This design comes from an exercise in tuning for a short achievable clock period and few clock cycles per item on the open sky130 flow, not from production work.
Only the layout flow was run in this run; the RTL was not checked for function there.

==> design.v <==
module cpu32_core (
    input  wire        clk,
    input  wire        rst,
    output reg         mem_valid,
    output reg         mem_we,
    output reg  [9:0]  mem_addr,
    output reg  [31:0] mem_wdata,
    input  wire        mem_ready,
    input  wire [31:0] mem_rdata,
    output reg         io_valid,
    output reg  [1:0]  io_op,
    output reg  [31:0] io_wdata,
    input  wire        io_ready,
    input  wire [1:0]  io_rkind,
    input  wire [31:0] io_rdata,
    output reg         retire,
    output wire [2:0]  status,
    output wire [31:0] reg_a,
    output wire [31:0] reg_b,
    output wire [31:0] reg_c,
    output wire [31:0] reg_d,
    output wire [31:0] ip,
    output wire [6:0]  stk_size
);
    localparam [2:0] ST_OK       = 3'd0;
    localparam [2:0] ST_HALTED   = 3'd1;
    localparam [2:0] ST_ILL_INSN = 3'd2;
    localparam [2:0] ST_ILL_OPND = 3'd3;
    localparam [2:0] ST_BAD_ADDR = 3'd4;
    localparam [2:0] ST_BAD_STK  = 3'd5;
    localparam [2:0] ST_DIV_ZERO = 3'd6;
    localparam [2:0] ST_IO_ERR   = 3'd7;
    localparam [4:0] OP_NOP = 5'd0,  OP_HALT = 5'd1,  OP_ADD  = 5'd2,  OP_SUB  = 5'd3;
    localparam [4:0] OP_MUL = 5'd4,  OP_DIV  = 5'd5,  OP_INC  = 5'd6,  OP_DEC  = 5'd7;
    localparam [4:0] OP_LOOP = 5'd8, OP_MOVR = 5'd9,  OP_LOAD = 5'd10, OP_STORE = 5'd11;
    localparam [4:0] OP_IN  = 5'd12, OP_GET  = 5'd13, OP_OUT  = 5'd14, OP_PUT  = 5'd15;
    localparam [4:0] OP_SWAP = 5'd16, OP_PUSH = 5'd17, OP_POP = 5'd18;
    localparam [1:0] RK_EOI = 2'd1, RK_MALFORMED = 2'd2;
    localparam [9:0] WINDOW = 10'd64;
    localparam integer IXB = 7;
    localparam integer NE = 1 << IXB;
    reg [31:0] xa, xb, xc, xd;
    reg [31:0] ip_q;
    reg [2:0]  status_q;
    reg [6:0]  size_q;
    reg [9:0]  top_q;         
    reg [9:0]  paddr_q;       
    assign status   = status_q;
    assign reg_a    = xa;
    assign reg_b    = xb;
    assign reg_c    = xc;
    assign reg_d    = xd;
    assign ip       = ip_q;
    assign stk_size = size_q;
    wire run = (status_q == ST_OK);
    function [31:0] xsel;
        input [1:0] r;
        input [31:0] a, b, c, d;
        case (r)
            2'd0: xsel = a;
            2'd1: xsel = b;
            2'd2: xsel = c;
            default: xsel = d;
        endcase
    endfunction
    function [1:0] op_width;
        input [4:0] o;
        case (o)
            OP_NOP, OP_HALT: op_width = 2'd1;
            OP_MOVR, OP_LOAD, OP_STORE, OP_SWAP: op_width = 2'd3;
            default: op_width = 2'd2;
        endcase
    endfunction
    localparam EW = 46;
    reg [EW-1:0] ic_data [0:NE-1];
    reg [9-IXB:0] ic_tag [0:NE-1];
    reg [NE-1:0] ic_v;
    reg        ir_v;
    reg [4:0]  ir_opc;
    reg [2:0]  ir_err;        
    reg [1:0]  ir_r1, ir_r2;
    reg [31:0] ir_val;
    reg [1:0]  ir_w;
    reg        ir_taken;      
    reg [1:0]  ph;            
    reg  [31:0] ip1;
    wire [IXB-1:0] ix  = ip1[IXB-1:0];
    wire [EW-1:0] ent  = ic_data[ix];
    wire        ip1_ok = (ip1[31:10] == 22'd0) && (ip1[9:6] != 4'hF);
    wire        hit    = ic_v[ix] && (ic_tag[ix] == ip1[9:IXB]);
    wire [31:0] e_val  = ent[31:0];
    wire [4:0]  e_opc  = ent[36:32];
    wire [1:0]  e_r1   = ent[38:37];
    wire [1:0]  e_r2   = ent[40:39];
    wire [1:0]  e_err  = ent[42:41];
    wire [1:0]  e_w    = ent[44:43];
    wire        e_once = ent[45];
    wire        e_loop = (e_opc == OP_LOOP) && (e_err == 2'd0);
    wire ir_wr_c_dec  = (ir_opc == OP_DEC)  && (ir_r1 == 2'd2);
    wire ir_wr_c_inc  = (ir_opc == OP_INC)  && (ir_r1 == 2'd2);
    wire ir_wr_c_movr = (ir_opc == OP_MOVR) && (ir_r1 == 2'd2);
    wire ir_wr_c_other =
        ((ir_opc == OP_SWAP) && ((ir_r1 == 2'd2) || (ir_r2 == 2'd2))) ||
        (((ir_opc == OP_LOAD) || (ir_opc == OP_POP)) && (ir_r1 == 2'd2)) ||
        (ir_opc == OP_IN) || (ir_opc == OP_GET);
    wire c_nz_now = (xc != 32'd0);
    wire c_nz_next = !ir_v         ? c_nz_now :
                     ir_wr_c_dec   ? (xc != 32'd1) :
                     ir_wr_c_inc   ? (xc != 32'hFFFF_FFFF) :
                     ir_wr_c_movr  ? (ir_val != 32'd0) :
                     c_nz_now;
    wire loop_wait = ir_v && ir_wr_c_other;
    wire [31:0] v1 = xsel(ir_r1, xa, xb, xc, xd);
    wire [31:0] v2 = xsel(ir_r2, xa, xb, xc, xd);
    wire [32:0] fsum    = {xd[31], xd} + {ir_val[31], ir_val};
    wire        frame_ok = (size_q != 7'd0) && (fsum[32:10] == 23'd0) && (fsum[9:0] <= ~top_q);
    wire [9:0]  faddr   = top_q + xd[9:0] + ir_val[9:0];
    wire [32*32-1:0] ml0;
    genvar mg;
    generate
        for (mg = 0; mg < 32; mg = mg + 1) begin : mpp
            assign ml0[mg*32 +: 32] = v1[mg] ? (xa << mg) : 32'd0;
        end
    endgenerate
    wire [22*32-1:0] ml1;
    genvar ml1_g;
    generate
        for (ml1_g = 0; ml1_g < 10; ml1_g = ml1_g + 1) begin : ml1_csa
            wire [31:0] p = ml0[(3*ml1_g)*32 +: 32];
            wire [31:0] q = ml0[(3*ml1_g+1)*32 +: 32];
            wire [31:0] r = ml0[(3*ml1_g+2)*32 +: 32];
            wire [31:0] cy = (p & q) | (p & r) | (q & r);
            assign ml1[(2*ml1_g)*32 +: 32] = p ^ q ^ r;
            assign ml1[(2*ml1_g+1)*32 +: 32] = {cy[30:0], 1'b0};
        end
    endgenerate
    assign ml1[22*32-1:20*32] = ml0[32*32-1:30*32];
    wire [15*32-1:0] ml2;
    genvar ml2_g;
    generate
        for (ml2_g = 0; ml2_g < 7; ml2_g = ml2_g + 1) begin : ml2_csa
            wire [31:0] p = ml1[(3*ml2_g)*32 +: 32];
            wire [31:0] q = ml1[(3*ml2_g+1)*32 +: 32];
            wire [31:0] r = ml1[(3*ml2_g+2)*32 +: 32];
            wire [31:0] cy = (p & q) | (p & r) | (q & r);
            assign ml2[(2*ml2_g)*32 +: 32] = p ^ q ^ r;
            assign ml2[(2*ml2_g+1)*32 +: 32] = {cy[30:0], 1'b0};
        end
    endgenerate
    assign ml2[15*32-1:14*32] = ml1[22*32-1:21*32];
    wire [10*32-1:0] ml3;
    genvar ml3_g;
    generate
        for (ml3_g = 0; ml3_g < 5; ml3_g = ml3_g + 1) begin : ml3_csa
            wire [31:0] p = ml2[(3*ml3_g)*32 +: 32];
            wire [31:0] q = ml2[(3*ml3_g+1)*32 +: 32];
            wire [31:0] r = ml2[(3*ml3_g+2)*32 +: 32];
            wire [31:0] cy = (p & q) | (p & r) | (q & r);
            assign ml3[(2*ml3_g)*32 +: 32] = p ^ q ^ r;
            assign ml3[(2*ml3_g+1)*32 +: 32] = {cy[30:0], 1'b0};
        end
    endgenerate
    wire [7*32-1:0] ml4;
    genvar ml4_g;
    generate
        for (ml4_g = 0; ml4_g < 3; ml4_g = ml4_g + 1) begin : ml4_csa
            wire [31:0] p = ml3[(3*ml4_g)*32 +: 32];
            wire [31:0] q = ml3[(3*ml4_g+1)*32 +: 32];
            wire [31:0] r = ml3[(3*ml4_g+2)*32 +: 32];
            wire [31:0] cy = (p & q) | (p & r) | (q & r);
            assign ml4[(2*ml4_g)*32 +: 32] = p ^ q ^ r;
            assign ml4[(2*ml4_g+1)*32 +: 32] = {cy[30:0], 1'b0};
        end
    endgenerate
    assign ml4[7*32-1:6*32] = ml3[10*32-1:9*32];
    wire [5*32-1:0] ml5;
    genvar ml5_g;
    generate
        for (ml5_g = 0; ml5_g < 2; ml5_g = ml5_g + 1) begin : ml5_csa
            wire [31:0] p = ml4[(3*ml5_g)*32 +: 32];
            wire [31:0] q = ml4[(3*ml5_g+1)*32 +: 32];
            wire [31:0] r = ml4[(3*ml5_g+2)*32 +: 32];
            wire [31:0] cy = (p & q) | (p & r) | (q & r);
            assign ml5[(2*ml5_g)*32 +: 32] = p ^ q ^ r;
            assign ml5[(2*ml5_g+1)*32 +: 32] = {cy[30:0], 1'b0};
        end
    endgenerate
    assign ml5[5*32-1:4*32] = ml4[7*32-1:6*32];
    reg  [32*5-1:0] mul_rows;
    wire [4*32-1:0] ml6;
    genvar ml6_g;
    generate
        for (ml6_g = 0; ml6_g < 1; ml6_g = ml6_g + 1) begin : ml6_csa
            wire [31:0] p = mul_rows[(3*ml6_g)*32 +: 32];
            wire [31:0] q = mul_rows[(3*ml6_g+1)*32 +: 32];
            wire [31:0] r = mul_rows[(3*ml6_g+2)*32 +: 32];
            wire [31:0] cy = (p & q) | (p & r) | (q & r);
            assign ml6[(2*ml6_g)*32 +: 32] = p ^ q ^ r;
            assign ml6[(2*ml6_g+1)*32 +: 32] = {cy[30:0], 1'b0};
        end
    endgenerate
    assign ml6[4*32-1:2*32] = mul_rows[5*32-1:3*32];
    wire [3*32-1:0] ml7;
    genvar ml7_g;
    generate
        for (ml7_g = 0; ml7_g < 1; ml7_g = ml7_g + 1) begin : ml7_csa
            wire [31:0] p = ml6[(3*ml7_g)*32 +: 32];
            wire [31:0] q = ml6[(3*ml7_g+1)*32 +: 32];
            wire [31:0] r = ml6[(3*ml7_g+2)*32 +: 32];
            wire [31:0] cy = (p & q) | (p & r) | (q & r);
            assign ml7[(2*ml7_g)*32 +: 32] = p ^ q ^ r;
            assign ml7[(2*ml7_g+1)*32 +: 32] = {cy[30:0], 1'b0};
        end
    endgenerate
    assign ml7[3*32-1:2*32] = ml6[4*32-1:3*32];
    wire [2*32-1:0] ml8;
    genvar ml8_g;
    generate
        for (ml8_g = 0; ml8_g < 1; ml8_g = ml8_g + 1) begin : ml8_csa
            wire [31:0] p = ml7[(3*ml8_g)*32 +: 32];
            wire [31:0] q = ml7[(3*ml8_g+1)*32 +: 32];
            wire [31:0] r = ml7[(3*ml8_g+2)*32 +: 32];
            wire [31:0] cy = (p & q) | (p & r) | (q & r);
            assign ml8[(2*ml8_g)*32 +: 32] = p ^ q ^ r;
            assign ml8[(2*ml8_g+1)*32 +: 32] = {cy[30:0], 1'b0};
        end
    endgenerate
    wire [31:0] mul_res = ml8[31:0] + ml8[63:32];
    reg  [31:0] dv_a, dv_b;        
    reg         dv_neg;
    reg  [31:0] dv_q;              
    reg  [31:0] dv_r;              
    reg  [3:0]  dv_cnt;            
    reg  [35:0] dm3, dm5, dm7, dm9, dm11, dm13, dm15;
    wire [31:0] a_mag = xa[31] ? (32'd0 - xa) : xa;
    wire [31:0] b_mag = v1[31] ? (32'd0 - v1) : v1;
    wire [35:0] db  = {4'd0, dv_b};
    wire [35:0] n3  = db + {db[34:0], 1'b0};
    wire [35:0] n5  = db + {db[33:0], 2'b0};
    wire [35:0] n9  = db + {db[32:0], 3'b0};
    wire [35:0] n7  = {db[32:0], 3'b0} - db;
    wire [35:0] n15 = {db[31:0], 4'b0} - db;
    wire [35:0] n11 = {db[32:0], 3'b0} + n3;
    wire [35:0] n13 = {db[31:0], 4'b0} - n3;
    wire dz1 = (dv_a[31:28] < dv_b);
    wire dz2 = (dv_a[31:24] < dv_b);
    wire dz3 = (dv_a[31:20] < dv_b);
    wire dz4 = (dv_a[31:16] < dv_b);
    wire dz5 = (dv_a[31:12] < dv_b);
    wire dz6 = (dv_a[31:8]  < dv_b);
    wire dz7 = (dv_a[31:4]  < dv_b);
    wire dz8 = (dv_a        < dv_b);
    reg  [3:0]  dv_k;
    reg  [31:0] dv_a_sh;
    reg  [31:0] dv_a_hi;
    always @* begin
        dv_k = 4'd0; dv_a_sh = dv_a; dv_a_hi = 32'd0;
        if (dz1) begin dv_k = 4'd1; dv_a_sh = {dv_a[27:0], 4'd0};  dv_a_hi = {28'd0, dv_a[31:28]}; end
        if (dz2) begin dv_k = 4'd2; dv_a_sh = {dv_a[23:0], 8'd0};  dv_a_hi = {24'd0, dv_a[31:24]}; end
        if (dz3) begin dv_k = 4'd3; dv_a_sh = {dv_a[19:0], 12'd0}; dv_a_hi = {20'd0, dv_a[31:20]}; end
        if (dz4) begin dv_k = 4'd4; dv_a_sh = {dv_a[15:0], 16'd0}; dv_a_hi = {16'd0, dv_a[31:16]}; end
        if (dz5) begin dv_k = 4'd5; dv_a_sh = {dv_a[11:0], 20'd0}; dv_a_hi = {12'd0, dv_a[31:12]}; end
        if (dz6) begin dv_k = 4'd6; dv_a_sh = {dv_a[7:0], 24'd0};  dv_a_hi = {8'd0, dv_a[31:8]};   end
        if (dz7) begin dv_k = 4'd7; dv_a_sh = {dv_a[3:0], 28'd0};  dv_a_hi = {4'd0, dv_a[31:4]};   end
        if (dz8) begin dv_k = 4'd8; dv_a_sh = 32'd0;               dv_a_hi = dv_a;                 end
    end
    wire [35:0] dm1  = {4'd0, dv_b};
    wire [35:0] dm2  = {3'd0, dv_b, 1'b0};
    wire [35:0] dm4  = {2'd0, dv_b, 2'b0};
    wire [35:0] dm8  = {1'd0, dv_b, 3'b0};
    wire [35:0] dm6  = {dm3[34:0], 1'b0};
    wire [35:0] dm10 = {dm5[34:0], 1'b0};
    wire [35:0] dm12 = {dm3[33:0], 2'b0};
    wire [35:0] dm14 = {dm7[34:0], 1'b0};
    wire [36:0] dr = {1'b0, dv_r, dv_q[31:28]};
    wire [36:0] t1  = dr - {1'b0, dm1};
    wire [36:0] t2  = dr - {1'b0, dm2};
    wire [36:0] t3  = dr - {1'b0, dm3};
    wire [36:0] t4  = dr - {1'b0, dm4};
    wire [36:0] t5  = dr - {1'b0, dm5};
    wire [36:0] t6  = dr - {1'b0, dm6};
    wire [36:0] t7  = dr - {1'b0, dm7};
    wire [36:0] t8  = dr - {1'b0, dm8};
    wire [36:0] t9  = dr - {1'b0, dm9};
    wire [36:0] t10 = dr - {1'b0, dm10};
    wire [36:0] t11 = dr - {1'b0, dm11};
    wire [36:0] t12 = dr - {1'b0, dm12};
    wire [36:0] t13 = dr - {1'b0, dm13};
    wire [36:0] t14 = dr - {1'b0, dm14};
    wire [36:0] t15 = dr - {1'b0, dm15};
    reg  [3:0]  dgt;
    reg  [31:0] dnr;
    always @* begin
        dgt = 4'd0;  dnr = dr[31:0];
        if (!t1[36])  begin dgt = 4'd1;  dnr = t1[31:0];  end
        if (!t2[36])  begin dgt = 4'd2;  dnr = t2[31:0];  end
        if (!t3[36])  begin dgt = 4'd3;  dnr = t3[31:0];  end
        if (!t4[36])  begin dgt = 4'd4;  dnr = t4[31:0];  end
        if (!t5[36])  begin dgt = 4'd5;  dnr = t5[31:0];  end
        if (!t6[36])  begin dgt = 4'd6;  dnr = t6[31:0];  end
        if (!t7[36])  begin dgt = 4'd7;  dnr = t7[31:0];  end
        if (!t8[36])  begin dgt = 4'd8;  dnr = t8[31:0];  end
        if (!t9[36])  begin dgt = 4'd9;  dnr = t9[31:0];  end
        if (!t10[36]) begin dgt = 4'd10; dnr = t10[31:0]; end
        if (!t11[36]) begin dgt = 4'd11; dnr = t11[31:0]; end
        if (!t12[36]) begin dgt = 4'd12; dnr = t12[31:0]; end
        if (!t13[36]) begin dgt = 4'd13; dnr = t13[31:0]; end
        if (!t14[36]) begin dgt = 4'd14; dnr = t14[31:0]; end
        if (!t15[36]) begin dgt = 4'd15; dnr = t15[31:0]; end
    end
    wire [31:0] dv_res = dv_neg ? (32'd0 - dv_q) : dv_q;
    reg [9:0]  st_addr;
    reg [31:0] st_data;
    reg        st_ok;         
    wire go = ir_v && run;
    wire is_err = (ir_err != 3'd0);
    reg        s2_mreq;        
    reg        s2_we;
    reg [9:0]  s2_addr;
    reg [31:0] s2_wdata;
    reg        s2_ioreq;
    reg        done;           
    reg [1:0]  ph_next;        
    always @* begin
        ph_next  = ph;
        s2_mreq  = 1'b0;
        s2_we    = 1'b0;
        s2_addr  = top_q;
        s2_wdata = 32'd0;
        s2_ioreq = 1'b0;
        done     = 1'b0;
        if (go) begin
            if (is_err) done = 1'b1;
            else case (ir_opc)
                OP_MUL: begin
                    done    = (ph == 2'd1);
                    ph_next = 2'd1;
                end
                OP_DIV: begin
                    done    = (v1 == 32'd0 && ph == 2'd0) ||
                              (ph == 2'd2 && (dv_cnt == 4'd0 || (dv_cnt == 4'd1 && !dv_neg)));
                    ph_next = (ph == 2'd0) ? 2'd1 : 2'd2;
                end
                OP_STORE: begin
                    if (ph == 2'd0) begin
                        ph_next = 2'd1;
                    end else begin
                        s2_mreq  = st_ok;
                        s2_we    = 1'b1;
                        s2_addr  = st_addr;
                        s2_wdata = st_data;
                        done     = !st_ok || mem_ready;
                    end
                end
                OP_PUSH: begin
                    s2_mreq  = (size_q != 7'd64);
                    s2_we    = 1'b1;
                    s2_addr  = paddr_q;
                    s2_wdata = v1;
                    done     = (size_q == 7'd64) || mem_ready;
                end
                OP_POP: begin
                    s2_mreq = (size_q != 7'd0);
                    s2_we   = 1'b1;
                    s2_addr = top_q;
                    done    = (size_q == 7'd0) || mem_ready;
                end
                OP_IN, OP_GET, OP_OUT: begin
                    s2_ioreq = 1'b1;
                    done     = io_ready;
                end
                OP_PUT: begin
                    s2_ioreq = (v1[31:8] == 24'd0);
                    done     = (v1[31:8] != 24'd0) || io_ready;
                end
                default: done = 1'b1;
            endcase
        end
    end
    reg  [9:0]  fa;            
    reg         rq_pend;       
    reg  [9:0]  fs_start;      
    reg  [1:0]  fs_pos;        
    reg  [4:0]  fs_opc;
    reg  [1:0]  fs_w;
    reg  [1:0]  fs_r1;
    reg         fs_r1bad;
    reg         fs_stop;
    wire        resp = rq_pend && !fs_stop;
    wire [9:0] fa_ahead = fa - ip1[9:0];
    wire       fa_stack = (fa[9:6] == 4'hF);
    wire       fill_req = run && !fs_stop && (fa_ahead < WINDOW) &&
                          (!fa_stack || ((fs_start == ip1[9:0]) && !ir_v));
    wire s1_miss   = run && ip1_ok && !hit;
    wire restart   = s1_miss && (fs_stop || (fs_start != ip1[9:0]));
    wire [31:0] cel       = mem_rdata;
    wire        cell_legal = (cel[31:5] == 27'd0) && (cel[4:0] <= 5'd18);
    wire [1:0]  cell_w     = op_width(cel[4:0]);
    wire        cell_rbad  = (cel[31:2] != 30'd0);
    reg         f_done;        
    reg [EW-1:0] f_ent;
    reg [1:0]   f_w;
    always @* begin
        f_done = 1'b0;
        f_w    = fs_w;
        f_ent  = {EW{1'b0}};
        if (resp) begin
            case (fs_pos)
                2'd0: begin
                    f_w = cell_w;
                    if (!cell_legal) begin
                        f_done = 1'b1;
                        f_ent  = {1'b0, 2'd1, 2'd1, 2'd0, 2'd0, 5'd0, 32'd0};
                    end else if (cell_w == 2'd1) begin
                        f_done = 1'b1;
                        f_ent  = {1'b0, 2'd1, 2'd0, 2'd0, 2'd0, cel[4:0], 32'd0};
                    end
                end
                2'd1: begin
                    if (fs_w == 2'd2) begin
                        f_done = 1'b1;
                        f_ent  = {1'b0, 2'd2,
                                  ((fs_opc != OP_LOOP) && cell_rbad) ? 2'd2 : 2'd0,
                                  2'd0, cel[1:0], fs_opc, cel};
                    end
                end
                default: begin
                    f_done = 1'b1;
                    f_ent  = {1'b0, 2'd3,
                              (fs_r1bad || ((fs_opc == OP_SWAP) && cell_rbad)) ? 2'd2 : 2'd0,
                              cel[1:0], fs_r1, fs_opc, cel};
                end
            endcase
        end
    end
    wire [9:0] fs_last = fs_start + {8'd0, f_w} - 10'd1;
    wire       f_once  = (fs_last[9:6] == 4'hF);
    wire [9:0] fs_next = fs_start + {8'd0, f_w};
    wire          stk_we = s2_mreq && s2_we && mem_ready;
    wire [2047:0] stk_flat;
    genvar sg;
    generate
        for (sg = 0; sg < 64; sg = sg + 1) begin : stk
            reg [31:0] c;
            always @(posedge clk)
                if (rst) c <= 32'd0;
                else if (stk_we && s2_addr[5:0] == sg) c <= s2_wdata;
            assign stk_flat[sg*32 +: 32] = c;
        end
    endgenerate
    wire [31:0] ld_data  = stk_flat[faddr[5:0]*32 +: 32];
    wire [31:0] pop_data = stk_flat[top_q[5:0]*32 +: 32];
    always @* begin
        if (s2_mreq) begin
            mem_valid = 1'b1;
            mem_we    = s2_we;
            mem_addr  = s2_addr;
            mem_wdata = s2_wdata;
        end else begin
            mem_valid = fill_req;
            mem_we    = 1'b0;
            mem_addr  = fa;
            mem_wdata = s2_wdata;
        end
        io_valid = s2_ioreq;
        io_op    = (ir_opc == OP_IN)  ? 2'd0 :
                   (ir_opc == OP_GET) ? 2'd1 :
                   (ir_opc == OP_OUT) ? 2'd2 : 2'd3;
        io_wdata = v1;
    end
    wire fill_acc = fill_req && !s2_mreq && mem_ready;
    wire s2_free = !ir_v || done;
    wire s1_bad  = run && !ip1_ok;
    wire s1_hit_issue = run && ip1_ok && hit && !(e_loop && loop_wait);
    wire s1_issue = s2_free && (s1_bad || s1_hit_issue);
    wire e_taken  = e_loop && c_nz_next;
    integer k;
    always @(posedge clk) begin
        if (f_done && !rst)
            ic_data[fs_start[IXB-1:0]] <= {f_once, f_ent[EW-2:0]};
        if (f_done && !rst)
            ic_tag[fs_start[IXB-1:0]] <= fs_start[9:IXB];
    end
    always @(posedge clk) begin
        if (rst) begin
            xa <= 32'd0; xb <= 32'd0; xc <= 32'd0; xd <= 32'd0;
            ip_q     <= 32'd0;
            status_q <= ST_OK;
            size_q   <= 7'd0;
            top_q    <= 10'd1023;
            paddr_q  <= 10'd1023;
            retire   <= 1'b0;
            ir_v     <= 1'b0;
            ph       <= 2'd0;
            ip1      <= 32'd0;
            ic_v     <= {NE{1'b0}};
            fa       <= 10'd0;
            rq_pend  <= 1'b0;
            fs_start <= 10'd0;
            fs_pos   <= 2'd0;
            fs_stop  <= 1'b0;
        end else begin
            retire <= 1'b0;
            rq_pend <= fill_acc && !restart;
            if (fill_acc) fa <= fa + 10'd1;
            if (resp) begin
                if (fs_pos == 2'd0) begin
                    fs_opc <= cel[4:0];
                    fs_w   <= cell_w;
                end
                if (fs_pos == 2'd1) begin
                    fs_r1    <= cel[1:0];
                    fs_r1bad <= cell_rbad;
                end
                if (f_done) begin
                    fs_pos   <= 2'd0;
                    fs_start <= fs_next;
                    if ((fs_pos == 2'd0 && !cell_legal) || (fs_next[9:6] == 4'hF))
                        fs_stop <= 1'b1;
                end else begin
                    fs_pos <= fs_pos + 2'd1;
                end
            end
            if (f_done) begin
                ic_v[fs_start[IXB-1:0]] <= 1'b1;
            end
            if (restart) begin
                fa       <= ip1[9:0];
                fs_start <= ip1[9:0];
                fs_pos   <= 2'd0;
                fs_stop  <= 1'b0;
            end
            if (s1_issue) begin
                ir_v     <= 1'b1;
                ph       <= 2'd0;
                if (s1_bad) begin
                    ir_err <= ST_BAD_ADDR;
                    ir_opc <= OP_NOP;
                end else begin
                    ir_err   <= (e_err == 2'd1) ? ST_ILL_INSN : (e_err == 2'd2) ? ST_ILL_OPND : ST_OK;
                    ir_opc   <= e_opc;
                    ir_r1    <= e_r1;
                    ir_r2    <= e_r2;
                    ir_val   <= e_val;
                    ir_w     <= e_w;
                    ir_taken <= e_taken;
                    if (e_taken) ip1 <= e_val;
                    else         ip1 <= ip1 + {30'd0, e_w};
                    if (e_once && !(f_done && fs_start[IXB-1:0] == ix))
                        ic_v[ix] <= 1'b0;
                end
            end else if (done) begin
                ir_v <= 1'b0;
            end
            if (go) begin
                if (!done) ph <= ph_next;
                if (done) begin
                    retire <= 1'b1;
                    if (!is_err)
                        ip_q <= ir_taken ? ir_val : (ip_q + {30'd0, ir_w});
                end
                if (is_err) begin
                    status_q <= ir_err;
                end else case (ir_opc)
                    OP_HALT: status_q <= ST_HALTED;
                    OP_ADD:  xa <= xa + v1;
                    OP_SUB:  xa <= xa - v1;
                    OP_MUL: begin
                        if (ph == 2'd0) mul_rows <= ml5;
                        else            xa <= mul_res;
                    end
                    OP_DIV: begin
                        if (ph == 2'd0) begin
                            if (v1 == 32'd0) begin
                                status_q <= ST_DIV_ZERO;
                                ip_q     <= ip_q;
                            end else begin
                                dv_a   <= a_mag;
                                dv_b   <= b_mag;
                                dv_neg <= xa[31] ^ v1[31];
                            end
                        end else if (ph == 2'd1) begin
                            dm3  <= n3;  dm5  <= n5;  dm7  <= n7;  dm9 <= n9;
                            dm11 <= n11; dm13 <= n13; dm15 <= n15;
                            dv_q   <= dv_a_sh;
                            dv_r   <= dv_a_hi;
                            dv_cnt <= 4'd8 - dv_k;
                        end else begin
                            if (dv_cnt == 4'd0) begin
                                xa <= dv_res;
                            end else if (dv_cnt == 4'd1 && !dv_neg) begin
                                xa <= {dv_q[27:0], dgt};
                            end else begin
                                dv_r   <= dnr;
                                dv_q   <= {dv_q[27:0], dgt};
                                dv_cnt <= dv_cnt - 4'd1;
                            end
                        end
                    end
                    OP_INC: case (ir_r1)
                        2'd0: xa <= v1 + 32'd1;
                        2'd1: xb <= v1 + 32'd1;
                        2'd2: xc <= v1 + 32'd1;
                        default: xd <= v1 + 32'd1;
                    endcase
                    OP_DEC: case (ir_r1)
                        2'd0: xa <= v1 - 32'd1;
                        2'd1: xb <= v1 - 32'd1;
                        2'd2: xc <= v1 - 32'd1;
                        default: xd <= v1 - 32'd1;
                    endcase
                    OP_MOVR: case (ir_r1)
                        2'd0: xa <= ir_val;
                        2'd1: xb <= ir_val;
                        2'd2: xc <= ir_val;
                        default: xd <= ir_val;
                    endcase
                    OP_SWAP: begin
                        case (ir_r1)
                            2'd0: xa <= v2;
                            2'd1: xb <= v2;
                            2'd2: xc <= v2;
                            default: xd <= v2;
                        endcase
                        case (ir_r2)
                            2'd0: xa <= v1;
                            2'd1: xb <= v1;
                            2'd2: xc <= v1;
                            default: xd <= v1;
                        endcase
                    end
                    OP_LOAD: begin
                        if (!frame_ok) begin
                            status_q <= ST_BAD_STK;
                            ip_q     <= ip_q;
                        end else case (ir_r1)
                            2'd0: xa <= ld_data;
                            2'd1: xb <= ld_data;
                            2'd2: xc <= ld_data;
                            default: xd <= ld_data;
                        endcase
                    end
                    OP_STORE: begin
                        if (ph == 2'd0) begin
                            st_ok   <= frame_ok;
                            st_addr <= faddr;
                            st_data <= v1;
                        end else if (!st_ok) begin
                            status_q <= ST_BAD_STK;
                            ip_q     <= ip_q;
                        end
                    end
                    OP_PUSH: begin
                        if (size_q == 7'd64) begin
                            status_q <= ST_BAD_STK;
                            ip_q     <= ip_q;
                        end else if (mem_ready) begin
                            size_q  <= size_q + 7'd1;
                            paddr_q <= paddr_q - 10'd1;
                            top_q   <= paddr_q;
                        end
                    end
                    OP_POP: begin
                        if (size_q == 7'd0) begin
                            status_q <= ST_BAD_STK;
                            ip_q     <= ip_q;
                        end else if (mem_ready) begin
                            case (ir_r1)
                                2'd0: xa <= pop_data;
                                2'd1: xb <= pop_data;
                                2'd2: xc <= pop_data;
                                default: xd <= pop_data;
                            endcase
                            size_q  <= size_q - 7'd1;
                            paddr_q <= paddr_q + 10'd1;
                            top_q   <= (size_q == 7'd1) ? 10'd1023 : (top_q + 10'd1);
                        end
                    end
                    OP_IN, OP_GET: begin
                        if (io_ready) begin
                            if ((ir_opc == OP_IN) && (io_rkind == RK_MALFORMED)) begin
                                status_q <= ST_IO_ERR;
                                ip_q     <= ip_q;
                            end else if (io_rkind == RK_EOI) begin
                                xc <= 32'd0;
                                case (ir_r1)
                                    2'd0: xa <= 32'hFFFF_FFFF;
                                    2'd1: xb <= 32'hFFFF_FFFF;
                                    2'd2: xc <= 32'hFFFF_FFFF;
                                    default: xd <= 32'hFFFF_FFFF;
                                endcase
                            end else begin
                                case (ir_r1)
                                    2'd0: xa <= (ir_opc == OP_GET) ? {24'd0, io_rdata[7:0]} : io_rdata;
                                    2'd1: xb <= (ir_opc == OP_GET) ? {24'd0, io_rdata[7:0]} : io_rdata;
                                    2'd2: xc <= (ir_opc == OP_GET) ? {24'd0, io_rdata[7:0]} : io_rdata;
                                    default: xd <= (ir_opc == OP_GET) ? {24'd0, io_rdata[7:0]} : io_rdata;
                                endcase
                            end
                        end
                    end
                    OP_PUT: begin
                        if (v1[31:8] != 24'd0) begin
                            status_q <= ST_ILL_OPND;
                            ip_q     <= ip_q;
                        end
                    end
                    default: ;
                endcase
            end
        end
    end
endmodule
==> run.sh <==
#!/bin/bash
# synth_recipe.tcl (not shown) runs the flow's synth.tcl, then flattens the netlist and writes it again
# the make line also repeats each setting of config.mk as NAME=value (left out here)
make -C /OpenROAD-flow-scripts/flow DESIGN_CONFIG=/design/flow/config.mk WORK_HOME=/design/flow/orfs CLKGATE_MAP_FILE= SYNTH_SCRIPT=/design/flow/synth_recipe.tcl finish
==> config.mk <==
export PLATFORM = sky130hd
export DESIGN_NAME = cpu32_core
export DESIGN_NICKNAME = cpu32_core
export VERILOG_FILES = /design/flow/design.v
export SDC_FILE = /design/flow/constraint.sdc
export NUM_CORES = 4
export LEC_CHECK = 0
export ABC_CLOCK_PERIOD_IN_PS = 4000
export CAP_MARGIN = 20
export CORE_MARGIN = 2
export CORE_UTILIZATION = 40
export SETUP_SLACK_MARGIN = 5.0
export SLEW_MARGIN = 20
export TNS_END_PERCENT = 100
==> constraint.sdc <==
create_clock -name core_clock -period 10.0 [get_ports {clk}]
set_input_delay 2.0000 -clock core_clock [delete_from_list [all_inputs] [get_ports {clk}]]
set_output_delay 2.0000 -clock core_clock [all_outputs]
set_load 0.01 [all_outputs]
==> run_results.csv <==
group,metric,value,unit
outcome,error_message,"ERROR: TCL interpreter returned an error: Source files actually used in the design:",
outcome,run_status,"aborted with a tool error",
yosys,yosysWarningCount,1,
outcome,flow.stopped_at,"synthesis",
